What follows belongs to an exercise in optimizing a design on an open flow for small area; a production flow would make more cautious choices.
At most, simulation tests tie the RTL to the original design; equivalence was not proved.

==> job 328 <==
==> flow/design.v <==
module vm16_core (
    input  wire        clk,
    input  wire        rst,
    output reg         mem_valid,
    output reg         mem_we,
    output wire [14:0] mem_addr,
    output wire [15:0] mem_wdata,
    input  wire [15:0] mem_rdata,
    input  wire        mem_ready,
    output reg         out_valid,
    output wire [7:0]  out_byte,
    output reg         retire_valid,
    output wire [14:0] retire_pc,
    output wire        retire_we,
    output wire [2:0]  retire_rd,
    output wire [15:0] retire_wdata,
    output wire        halted,
    output wire        faulted
);
    localparam S_BOOT  = 4'd0;
    localparam S_FW    = 4'd1;
    localparam S_R     = 4'd2;
    localparam S_MW    = 4'd3;
    localparam S_W     = 4'd4;
    localparam S_X     = 4'd5;
    localparam S_WR    = 4'd6;
    localparam S_Y     = 4'd7;
    localparam S_S1    = 4'd8;
    localparam S_PRE   = 4'd9;
    localparam S_ST    = 4'd10;
    localparam S_N     = 4'd11;
    localparam S_FAULT = 4'd12;
    reg  [2:0]  ph;           
    reg  [3:0]  st;
    reg         pend;         
    reg  [15:0] T;
    reg  [15:0] IR;
    reg  [14:0] P;
    reg  [2:0]  RS;           
    reg         wr;           
    reg         iri;          
    reg         c;            
    reg         f1;           
    reg  [2:0]  n;            
    reg         odd;          
    reg         sdir;         
    reg         wen;
    reg  [1:0]  wd;
    wire [1:0]  head [0:7];
    assign head[0] = 2'b00;
    genvar g;
    generate
        for (g = 1; g < 8; g = g + 1) begin : x
            reg [15:0] q;
            wire we = wen && (RS == g);
            always @(posedge clk)
                q <= {(we ? wd : q[1:0]), q[15:2]};
            assign head[g] = q[1:0];
        end
    endgenerate
    wire [2:0] op  = IR[2:0];
    wire [2:0] alt = IR[11:9];
    wire       last = (ph == 3'd7);
    wire       first = (ph == 3'd0);
    wire [1:0] A = head[IR[8:6]];
    wire [2:0] sb = (st == S_R && op == 3'd7) ? IR[15:13] : RS;
    wire [1:0] B = head[sb];
    reg [1:0] im7l, imul;
    always @(*) begin
        case (ph)
            3'd0:    im7l = IR[10:9];
            3'd1:    im7l = IR[12:11];
            3'd2:    im7l = IR[14:13];
            default: im7l = {2{IR[15]}};
        endcase
        case (ph)
            3'd3:    imul = IR[7:6];
            3'd4:    imul = IR[9:8];
            3'd5:    imul = IR[11:10];
            3'd6:    imul = IR[13:12];
            3'd7:    imul = IR[15:14];
            default: imul = 2'b00;
        endcase
    end
    wire [1:0] PL = last ? {1'b0, P[14]} : P[1:0];
    wire       pmax = &P;
    reg  [1:0] xa, xb;
    reg        cinit;
    wire       ci = first ? cinit : c;
    wire [2:0] s = {1'b0, xa} + {1'b0, xb} + {2'b00, ci};
    reg  [1:0] tin, pin, iin, res;
    reg        pen, ish, ild;
    reg  [3:0] nst;
    reg        npend;
    reg        c_n, f1_n;
    always @(*) begin
        xa = 2'b00; xb = 2'b00; cinit = 1'b0;
        wen = 1'b0; wd = s[1:0];
        tin = T[1:0];
        pen = 1'b0; pin = PL;
        ish = 1'b0; iin = 2'b00; ild = 1'b0;
        mem_valid = 1'b0; mem_we = 1'b0; out_valid = 1'b0;
        retire_valid = 1'b0;
        nst = st; npend = pend;
        c_n = s[2]; f1_n = f1;
        res = 2'b00;
        if (pend) begin
            if (last) npend = 1'b0;
        end else begin
            case (st)
                S_BOOT: begin
                    pen = 1'b1;
                    pin = {1'b0, ph == 3'd2};        
                    if (last) nst = S_FW;
                end
                S_FW: begin
                    mem_valid = (P != 15'd0);
                    if (mem_valid && mem_ready) begin
                        ild = 1'b1;
                        nst = S_R;
                        npend = !last;
                    end
                end
                S_R: begin
                    case (op)
                        3'd0: begin                  
                            xb = imul;
                            wen = 1'b1; tin = s[1:0];
                        end
                        3'd1: begin                  
                            xa = pmax ? 2'b00 : PL; xb = imul; cinit = !pmax;
                            pen = 1'b1;
                            wen = 1'b1; tin = s[1:0];
                        end
                        3'd2: begin                  
                            xa = pmax ? 2'b00 : PL; xb = {1'b0, first & !pmax};
                            cinit = 1'b1;
                            pen = 1'b1;
                            wen = 1'b1; tin = s[1:0];
                        end
                        3'd3: begin                  
                            f1_n = (first | f1) & (A == B);
                        end
                        3'd4, 3'd5: begin            
                            xa = A; xb = im7l;
                            pen = 1'b1; pin = s[1:0];
                            tin = PL;
                            f1_n = (first | f1) & (s[1:0] == {1'b0, first});
                        end
                        3'd6: begin                  
                            xa = A; xb = im7l;
                            wen = 1'b1; tin = s[1:0];
                        end
                        default: begin               
                            xa = A;
                            case (alt)
                                3'd0: begin
                                    xb = B;
                                    wen = 1'b1; tin = s[1:0];
                                end
                                3'd1: begin
                                    xb = ~B; cinit = 1'b1;
                                    wen = 1'b1; tin = s[1:0];
                                end
                                3'd2, 3'd3: begin    
                                    tin = A;
                                    f1_n = (ph[2] | ph[1]) & (f1 | B[0] | B[1]);
                                end
                                3'd4: begin
                                    wd = ~(A & B);
                                    wen = 1'b1; tin = wd;
                                end
                                3'd5: begin
                                    wd = A & B;
                                    wen = 1'b1; tin = wd;
                                end
                                3'd6: begin
                                    wd = A | B;
                                    wen = 1'b1; tin = wd;
                                end
                                default: begin       
                                    xb = ~B; cinit = 1'b1;
                                    wd = 2'b00;
                                    wen = 1'b1; tin = 2'b00;
                                end
                            endcase
                        end
                    endcase
                    if (last) begin
                        if (op == 3'd4 || op == 3'd5) begin
                            if (s[1])           nst = S_FAULT;
                            else if (op[0])     nst = S_X;
                            else                nst = S_MW;
                        end else if (op == 3'd7 && alt[2:1] == 2'b01)
                            nst = S_S1;
                        else
                            nst = S_N;
                    end
                end
                S_MW: begin
                    mem_valid = 1'b1;
                    if (mem_ready) begin
                        ild = 1'b1;
                        nst = S_W;
                        npend = !last;
                    end
                end
                S_W: begin                           
                    wd = IR[1:0];
                    wen = 1'b1; tin = IR[1:0];
                    ish = 1'b1;
                    pen = 1'b1; pin = T[1:0];
                    if (last) nst = S_N;
                end
                S_X: begin                           
                    ish = 1'b1; iin = B;
                    c_n = (!first & c) | B[0] | B[1];
                    if (last) nst = S_WR;
                end
                S_WR: begin
                    if (f1) begin
                        out_valid = c;
                        nst = S_Y;
                        npend = !last;
                    end else begin
                        mem_valid = 1'b1;
                        mem_we = 1'b1;
                        if (mem_ready) begin
                            nst = S_Y;
                            npend = !last;
                        end
                    end
                end
                S_Y: begin                           
                    pen = 1'b1; pin = T[1:0];
                    if (last) nst = S_N;
                end
                S_S1: begin                          
                    ish = 1'b1; iin = T[1:0];
                    c_n = 1'b0;
                    if (last) nst = sdir ? S_PRE : S_ST;
                end
                S_PRE: begin                         
                    ish = (ph < n);
                    if (last) nst = S_ST;
                end
                S_ST: begin
                    if (sdir) begin
                        ish = 1'b1;
                        res = odd ? IR[2:1] : IR[1:0];
                    end else if (ph < n) begin
                        c_n = 1'b0;
                    end else begin
                        ish = 1'b1;
                        res = odd ? {IR[0], c} : IR[1:0];
                        c_n = IR[1];
                    end
                    if (f1) res = 2'b00;
                    wd = res;
                    wen = 1'b1; tin = res;
                    if (last) nst = S_N;
                end
                S_N: begin
                    retire_valid = first;
                    if (iri && op == 3'd2) begin     
                        xa = A; xb = im7l;
                    end else begin
                        xa = PL; cinit = 1'b1;
                        if (iri && op == 3'd3 && f1) xb = im7l;
                    end
                    pen = 1'b1; pin = s[1:0];
                    if (first && iri && op == 3'd7 && alt == 3'd7) begin
                        wen = 1'b1; wd = {1'b0, ~c};
                    end
                    if (last) nst = S_FW;
                end
                default: ;                           
            endcase
        end
    end
    always @(posedge clk) begin
        ph <= rst ? 3'd0 : ph + 3'd1;
        if (rst) begin
            st   <= S_BOOT;
            pend <= 1'b0;
        end else begin
            st   <= nst;
            pend <= npend;
        end
        T <= {tin, T[15:2]};
        if (pen) begin
            if (last) P[14] <= pin[0];
            else      P[13:0] <= {pin, P[13:2]};
        end
        if (ild)      IR <= mem_rdata;
        else if (ish) IR <= {iin, IR[15:2]};
        c  <= c_n;
        f1 <= f1_n;
        if (ild && st == S_FW) begin
            RS  <= mem_rdata[5:3];
            wr  <= (mem_rdata[2:0] != 3'd3) && (mem_rdata[2:0] != 3'd5);
            iri <= 1'b1;
        end else if (ild || st == S_X || st == S_S1)
            iri <= 1'b0;
        if (st == S_R && !pend) begin
            if (first) begin
                odd  <= B[0];
                n[0] <= B[1];
                sdir <= alt[0];
            end
            if (ph == 3'd1) n[2:1] <= B;
        end
    end
    assign mem_addr     = P;
    assign retire_pc    = P;
    assign mem_wdata    = IR;
    assign out_byte     = IR[7:0];
    assign retire_rd    = RS;
    assign retire_we    = wr && (RS != 3'd0);
    assign retire_wdata = {T[15:1], T[0] | (iri && op == 3'd7 && alt == 3'd7 && !c)};
    assign halted       = (st == S_FW) && !pend && (P == 15'd0);
    assign faulted      = (st == S_FAULT);
endmodule
==> flow/run.sh <==
#!/bin/bash
# synth_recipe.tcl (not shown) runs the flow's synth.tcl, then flattens the netlist and writes it again
# the make line also repeats each setting of config.mk as NAME=value (left out here)
make -C /OpenROAD-flow-scripts/flow DESIGN_CONFIG=/design/flow/config.mk WORK_HOME=/design/flow/orfs CLKGATE_MAP_FILE= SYNTH_SCRIPT=/design/flow/synth_recipe.tcl finish
==> flow/config.mk <==
export PLATFORM = sky130hd
export DESIGN_NAME = vm16_core
export DESIGN_NICKNAME = vm16_core
export VERILOG_FILES = /design/flow/design.v
export SDC_FILE = /design/flow/constraint.sdc
export NUM_CORES = 4
export LEC_CHECK = 0
export CAP_MARGIN = 20
export CORE_MARGIN = 2
export CORE_UTILIZATION = 60
export CTS_BUF_LIST = sky130_fd_sc_hd__clkbuf_8
export SLEW_MARGIN = 20
==> flow/constraint.sdc <==
create_clock -name core_clock -period 10.0 [get_ports {clk}]
set_input_delay 2.0000 -clock core_clock [delete_from_list [all_inputs] [get_ports {clk}]]
set_output_delay 2.0000 -clock core_clock [all_outputs]
set_load 0.01 [all_outputs]
==> job 5309 (differences from job 328) <==
--- a/flow/config.mk
+++ b/flow/config.mk
@@ -8,5 +8,4 @@
 export CAP_MARGIN = 20
 export CORE_MARGIN = 2
-export CORE_UTILIZATION = 60
-export CTS_BUF_LIST = sky130_fd_sc_hd__clkbuf_8
+export CORE_UTILIZATION = 40
 export SLEW_MARGIN = 20
==> job 3115 (differences from job 328) <==
--- a/flow/design.v
+++ b/flow/design.v
@@ -31,4 +31,5 @@
     localparam S_N     = 4'd11;
     localparam S_FAULT = 4'd12;
+    localparam S_NP    = 4'd13;      
     reg  [2:0]  ph;           
     reg  [3:0]  st;
@@ -38,6 +39,4 @@
     reg  [14:0] P;
     reg  [2:0]  RS;           
-    reg         wr;           
-    reg         iri;          
     reg         c;            
     reg         f1;           
@@ -211,5 +210,5 @@
                     ish = 1'b1;
                     pen = 1'b1; pin = T[1:0];
-                    if (last) nst = S_N;
+                    if (last) nst = S_NP;
                 end
                 S_X: begin                           
@@ -234,5 +233,5 @@
                 S_Y: begin                           
                     pen = 1'b1; pin = T[1:0];
-                    if (last) nst = S_N;
+                    if (last) nst = S_NP;
                 end
                 S_S1: begin                          
@@ -259,20 +258,26 @@
                     wd = res;
                     wen = 1'b1; tin = res;
-                    if (last) nst = S_N;
+                    if (last) nst = S_NP;
                 end
                 S_N: begin
                     retire_valid = first;
-                    if (iri && op == 3'd2) begin     
+                    if (op == 3'd2) begin            
                         xa = A; xb = im7l;
                     end else begin
                         xa = PL; cinit = 1'b1;
-                        if (iri && op == 3'd3 && f1) xb = im7l;
+                        if (op == 3'd3 && f1) xb = im7l;
                     end
                     pen = 1'b1; pin = s[1:0];
-                    if (first && iri && op == 3'd7 && alt == 3'd7) begin
+                    if (first && op == 3'd7 && alt == 3'd7) begin
                         wen = 1'b1; wd = {1'b0, ~c};
                     end
                     if (last) nst = S_FW;
                 end
+                S_NP: begin
+                    retire_valid = first;
+                    xa = PL; cinit = 1'b1;
+                    pen = 1'b1; pin = s[1:0];
+                    if (last) nst = S_FW;
+                end
                 default: ;                           
             endcase
@@ -297,10 +302,6 @@
         c  <= c_n;
         f1 <= f1_n;
-        if (ild && st == S_FW) begin
-            RS  <= mem_rdata[5:3];
-            wr  <= (mem_rdata[2:0] != 3'd3) && (mem_rdata[2:0] != 3'd5);
-            iri <= 1'b1;
-        end else if (ild || st == S_X || st == S_S1)
-            iri <= 1'b0;
+        if (ild && st == S_FW) RS <= mem_rdata[5:3];
+        else if (st == S_WR)   RS <= 3'd0;
         if (st == S_R && !pend) begin
             if (first) begin
@@ -317,6 +318,6 @@
     assign out_byte     = IR[7:0];
     assign retire_rd    = RS;
-    assign retire_we    = wr && (RS != 3'd0);
-    assign retire_wdata = {T[15:1], T[0] | (iri && op == 3'd7 && alt == 3'd7 && !c)};
+    assign retire_we    = (RS != 3'd0) && !(st == S_N && op == 3'd3);
+    assign retire_wdata = {T[15:1], T[0] | (st == S_N && op == 3'd7 && alt == 3'd7 && !c)};
     assign halted       = (st == S_FW) && !pend && (P == 15'd0);
     assign faulted      = (st == S_FAULT);
==> flow/flow/run.sh (new file) <==
#!/bin/bash
# The standard layout (standard.sh) with three changes:
#  - synthesis maps the combinational logic with flow/abc_area.script
#    (flow/synth.tcl wraps synth_recipe.tcl; registers are unchanged);
#  - every port gets a buffer of the smallest buffer cell (buf_1);
#  - the clock tree is built from clkbuf_8 without dummy loads.
set -euo pipefail
export FLOW_WORK=$PWD
export FLOW_ABC_SCRIPT=$PWD/flow/abc_area.script
export BUFFER_PORTS_ARGS="-buffer_cell sky130_fd_sc_hd__buf_1"
export CTS_ARGS="-sink_clustering_enable -repair_clock_nets -buf_list sky130_fd_sc_hd__clkbuf_8 -dont_use_dummy_load"
sed "s#SYNTH_SCRIPT=[^ ]*#SYNTH_SCRIPT=$PWD/flow/synth.tcl#" standard.sh > flow_standard.sh
grep -q "SYNTH_SCRIPT=$PWD/flow/synth.tcl" flow_standard.sh
bash flow_standard.sh > flow.log 2>&1
==> flow/flow/abc_area.script (new file) <==
strash
balance
rewrite
refactor
balance
rewrite
rewrite -z
balance
refactor -z
rewrite -z
balance
dch -f
map -a
strash
dch -f
map -a
topo
==> flow/flow/synth.tcl (new file) <==
# The standard flow's synthesis script, with the ABC technology mapping of the
# combinational logic done by flow/abc_area.script instead of ORFS's script.
# Flip-flop mapping, register names, flattening and renaming are unchanged.
proc abc {args} {
  set i [lsearch $args -script]
  if {$i >= 0 && ![string match *retime* [lindex $args [expr {$i + 1}]]]} {
    set args [lreplace $args $i [expr {$i + 1}] -script $::env(FLOW_ABC_SCRIPT)]
  }
  yosys abc {*}$args
}
source $::env(FLOW_WORK)/synth_recipe.tcl
==> flow/standard.sh (new file) <==
#!/bin/bash
# synth_recipe.tcl (not shown) runs the flow's synth.tcl, then flattens the netlist and writes it again
# the make line also repeats each setting of config.mk as NAME=value (left out here)
make -C /OpenROAD-flow-scripts/flow DESIGN_CONFIG=/design/flow/config.mk WORK_HOME=/design/flow/orfs CLKGATE_MAP_FILE= SYNTH_SCRIPT=/design/flow/synth_recipe.tcl "${@:-finish}"
--- a/flow/config.mk
+++ b/flow/config.mk
@@ -6,7 +6,7 @@
 export NUM_CORES = 4
 export LEC_CHECK = 0
+export ABC_AREA = 1
 export CAP_MARGIN = 20
 export CORE_MARGIN = 2
 export CORE_UTILIZATION = 60
-export CTS_BUF_LIST = sky130_fd_sc_hd__clkbuf_8
 export SLEW_MARGIN = 20
removed: flow/run.sh
==> results.cfg <==
[yosys]
synth_mux_area_frac = 0.0584
synth_xor_xnor_area_share = 0.00236
yosys-top-cells-count = dfxtp_1, edfxtp_1, buf_4
ys_ff_latch = 179
ys_top_cells_by_area = dfxtp_1, edfxtp_1, mux2_2, buf_4, ha_1

[floorplan]
die_area_sq_um = 19600

[detailed_routing]
routed-wl-met3_um = 1230
wl_met1_um = 9130

[final_layout]
buffers = 102
stdcell_area_sq_um = 8880
seq_area_frac = 0.450

[power]
pwr_density_cell_nw_per_um2 = 226

[run_status]
status = timing/DRC/antenna clean
the above is filed under job 5309

==> results.cfg <==
[timing]
holdWs_ns = 0.318

[grt]
grt_pass1_wl_um = 27700

[yosys]
ys_ff_latch = 177
synth_mux_area_frac = 0.00151
ys_top_cells_by_area = dfxtp_1, edfxtp_1, nor2_1, clkinv_1, buf_4
synth_xor_xnor_area_share = 0

[detailed_routing]
wl_met1_um = 7780
routed-wl-met3_um = 1810

[run_status]
status = timing/DRC/antenna clean

[final_layout]
buffers = 100
fin_nets = 807

[power]
pwr_density_cell_nw_per_um2 = 290

[floorplan]
die_area_sq_um = 11900
the above is filed under job 3115

==> results.cfg <==
[run_status]
status = timing/DRC/antenna clean

[power]
pwr_density_cell_nw_per_um2 = 214

[yosys]
ys_top_cells_by_area = dfxtp_1, edfxtp_1, mux2_2, buf_4, ha_1
ys_ff_latch = 179
synth_mux_area_frac = 0.0584
synth-compound-area-share = 0.149
synth_xor_xnor_area_share = 0.00236
yosys-top-cells-count = dfxtp_1, edfxtp_1, buf_4

[final_layout]
stdcell_area_sq_um = 8580
buffers = 101

[timing]
hold_viol = 0

[floorplan]
die_area_sq_um = 13300

[detailed_routing]
routed-wl-met3_um = 1630
wl_met1_um = 7860
the above is filed under job 328

Function not checked in job 3115: the RTL went through the layout flow alone.

## static timing again, ports no longer ideal
The flow's constraints put no driver on any port. The routed layouts listed below were extracted and timed again, unchanged, in two steps.
Step 1, drivers: a clkbuf_16 drives clk and a buf_2 each remaining input, both assumed.
Step 2, shift: input delay + t, output delay - t, t = (earliest + latest rising clock arrival at the registers) / 2. This alone moves slack from input paths to output paths.
Slacks: ideal ports / drivers / drivers and shift; pairs: ideal ports / drivers.
run | shift t [ns] | setup WS [ns] | hold WS [ns] | worst setup path at the end
job 328 | 0.507 | 5.060 / 5.023 / 5.281 | 0.331 / 0.331 / 0.331 | register to register
job 5309 | 0.471 | 4.601 / 4.601 / 4.601 | 0.327 / 0.327 / 0.327 | register to register
job 3115 | 0.483 | 4.559 / 4.559 / 4.559 | 0.318 / 0.318 / 0.318 | register to register
After both steps setup and hold are still met in every run listed.
